What follows belongs to an exercise in optimizing a design on an open flow for small area, a short achievable clock period and few clock cycles; a production flow would make more cautious choices. RTL that was checked went through simulation tests only; none was proved equivalent to the original. Power and IR drop assume default switching activity.

// bc_rx_engine
module bc_rx_engine (
    input  wire       clk,
    input  wire       rst,         
    input  wire       in_valid,
    output wire       in_ready,
    input  wire       in_kind,     
    input  wire [2:0] in_op,
    input  wire [7:0] in_data,
    output wire       out_valid,
    output wire [7:0] out_data,
    output wire       out_last,
    input  wire       out_ready
);
export LEC_CHECK = 0
export CAP_MARGIN = 20
export CORE_MARGIN = 2
export CORE_UTILIZATION = 70
export CTS_BUF_LIST = sky130_fd_sc_hd__clkbuf_16
export CTS_CLUSTER_DIAMETER = 100
export CTS_CLUSTER_SIZE = 24
export SLEW_MARGIN = 20
create_clock -name core_clock -period 12.0 [get_ports {clk}]
standard.sh (not shown) runs the stock make flow with config.mk's settings and CLKGATE_MAP_FILE= SYNTH_SCRIPT=/design/flow/synth_recipe.tcl, a recipe that flattens the netlist after the stock synthesis.
==> flow/flow/run.sh <==
#!/bin/bash
set -euo pipefail
bash standard.sh \
  "BUFFER_PORTS_ARGS=-buffer_cell sky130_fd_sc_hd__buf_2" \
  "SETUP_SLACK_MARGIN=${FLOW_SETUP_MARGIN:-8.5}" \
  finish > standard_finish.log 2>&1
Testbench counts at the start, summed over its fixed seeds: cycles 12,035.
Edit:
--- a/flow/design.v
+++ b/flow/design.v
@@ -8,18 +8,18 @@
     input  wire [7:0] in_data,
     output wire       out_valid,
     output wire [7:0] out_data,
     output wire       out_last,
     input  wire       out_ready
 );
     localparam integer CAP = 97;
     localparam integer IW  = 7;             
-    localparam integer QD  = 2;             
-    localparam integer QW  = 1;             
+    localparam integer QD  = 4;             
+    localparam integer QW  = 2;             
     localparam [7:0] MARKER = 8'h7A;
     localparam [7:0] ESCAPE = 8'h7B;
     localparam [2:0] OP_QFLAGS  = 3'd0;
     localparam [2:0] OP_POPD    = 3'd1;
     localparam [2:0] OP_POPDT   = 3'd2;
     localparam [2:0] OP_POPF    = 3'd3;
     localparam [2:0] OP_CLRD    = 3'd4;
     localparam [2:0] OP_CLRF    = 3'd5;
Result: The new run completed with no timing, DRC or antenna violations; wire length is higher by 9.9%; worst setup slack is worse by 0.0074 ns; count of clock-buffer cells in the layout climbs by 3; register-to-register slack is worse by 0.20 ns; fmax is about the same; utilization goes up by 0.82 points; area after synthesis grows by 5.0%; first-iteration DRC count is higher by 23%; sequential cell count is higher by 54; global-route usage grows by 0.90 points; design area went up by 5.9%; combinational power rises by 100%; sequential power went up by 5.8%.
For the second run of this note, only the layout was checked, not whether the RTL still works.

========
bc_rx_engine, a different RTL version from the one above (not shown whole).
Size in the first run: about 42000 um^2 of cells after synthesis.
Settings: LEC_CHECK=0, CAP_MARGIN=20, CORE_MARGIN=2, CORE_UTILIZATION=70, CTS_BUF_LIST=sky130_fd_sc_hd__clkbuf_16, CTS_CLUSTER_DIAMETER=100, CTS_CLUSTER_SIZE=24, SLEW_MARGIN=20; clock period 12.0 ns.
Scripts as last shown in full above: flow/flow/run.sh
Testbench counts at the start, summed over its fixed seeds: cycles 11,545.
Next try:
--- a/flow/design.v
+++ b/flow/design.v
@@ -10,14 +10,14 @@
     output wire [7:0] out_data,
     output wire       out_last,
     input  wire       out_ready
 );
     localparam integer CAP = 97;
     localparam integer IW  = 7;             
-    localparam integer QD  = 3;             
-    localparam integer QW  = 2;             
+    localparam integer QD  = 2;             
+    localparam integer QW  = 1;             
     localparam [7:0] MARKER = 8'h7A;
     localparam [7:0] ESCAPE = 8'h7B;
     localparam [2:0] OP_QFLAGS  = 3'd0;
     localparam [2:0] OP_POPD    = 3'd1;
     localparam [2:0] OP_POPDT   = 3'd2;
     localparam [2:0] OP_POPF    = 3'd3;
@@ -61,15 +61,13 @@
     reg [IW-1:0] w_slot;        
     reg [7:0]    w_data;        
     always @(posedge clk) begin
         if (w_v)
             ring[w_slot] <= w_data;
     end
-    reg       a_v;
-    reg       b_free;           
-    wire      b_v = !b_free;
+    reg       a_v, b_v;
     reg       a_kind, b_kind;
     reg [2:0] a_op, b_op;
     reg [7:0] a_d, b_d;
     reg       a_mk;             
     reg       a_esc;            
     reg       a_st;             
@@ -77,23 +75,23 @@
     reg          tx_mode;
     reg          haz;           
     wire         q_full;
     wire a_block = (a_st && !tx_mode && haz) || (a_out && q_full);
     wire go      = a_v && !a_block;
     wire a_free  = !a_v || go;
-    assign in_ready = b_free;
-    wire acc = in_valid && b_free;
+    assign in_ready = !b_v;
+    wire acc = in_valid && !b_v;
     always @(posedge clk) begin
         if (rst) begin
-            a_v    <= 1'b0;
-            b_free <= 1'b1;
+            a_v <= 1'b0;
+            b_v <= 1'b0;
         end else if (a_free) begin
-            a_v    <= b_v || acc;
-            b_free <= 1'b1;
+            a_v <= b_v || acc;
+            b_v <= 1'b0;
         end else if (acc) begin
-            b_free <= 1'b0;
+            b_v <= 1'b1;
         end
     end
     wire       f_kind = b_v ? b_kind : in_kind;
     wire [2:0] f_op   = b_v ? b_op   : in_op;
     wire [7:0] f_d    = b_v ? b_d    : in_data;
     always @(posedge clk) begin
@@ -291,14 +289,12 @@
     reg          e_lc;          
     reg          e_blk;
     assign q_full = q_val[q_wp];
     reg       o_v;
     reg [7:0] o_d;
     reg       o_l;
-    reg [7:0] h_d;
-    reg       h_l;
     assign out_valid = o_v;
     assign out_data  = o_d;
     assign out_last  = o_l;
     wire pop  = o_v && out_ready;
     wire emit = e_v && (!o_v || out_ready);
     wire [7:0] rd_byte = ring[e_ptr];
@@ -321,22 +317,15 @@
         else if (emit)
             o_v <= 1'b1;
         else if (pop)
             o_v <= 1'b0;
     end
     always @(posedge clk) begin
-        o_d <= emit ? e_data : h_d;
-        o_l <= emit ? e_last : h_l;
-    end
-    always @(posedge clk) begin
-        if (rst) begin
-            h_d <= 8'h00;
-            h_l <= 1'b0;
-        end else if (emit) begin
-            h_d <= e_data;
-            h_l <= e_last;
+        if (emit) begin
+            o_d <= e_data;
+            o_l <= e_last;
         end
     end
     wire push   = opstep && a_out;
     wire e_done = emit && e_last;
     wire e_load = !e_v || e_done;
     wire q_take = e_load && q_val[q_rp];
After rerunning: The changed run finished with timing, DRC and antenna clean; clock power fell by about 2%; setup slack degrades by 200 ps; final cell count fell by 5.5%; sequential power fell by about 4%; clock skew fell by 3.3 ps.
No functional check of the RTL was part of the second run of this note.

## afterwards: timing with drivers on the ports
The results above use ideal ports. As a check the final layouts listed here were re-extracted and re-timed, cells and wires unchanged. Step 1, drivers: a clkbuf_16 drives clk and a buf_2 each remaining input, both assumed. Step 2 adds t to the input delays and takes it off the output delays; t is the mean of the earliest and latest rising clock arrival at the registers after step 1. Input paths then give back, and output paths get back, about the clock's delay inside the block. Three values: ideal, step 1, step 2; two values: the first two.
run	t, ns	setup slack, ns	hold WS [ns]
the first run of note 1	0.674	8.438 / 8.377 / 7.938	0.463 / 0.463 / 0.463
the second run of note 1	0.693	8.431 / 8.395 / 7.922	0.467 / 0.467 / 0.467
the first run of note 2	0.679	8.462 / 8.399 / 7.925	0.468 / 0.468 / 0.468
the second run of note 2	0.692	8.263 / 8.201 / 7.944	0.460 / 0.460 / 0.460
After both steps setup and hold are still met in every run listed. For the first run of note 2, which loses most, drivers alone change the setup slack by -0.063 ns; drivers and shift together by -0.537 ns.
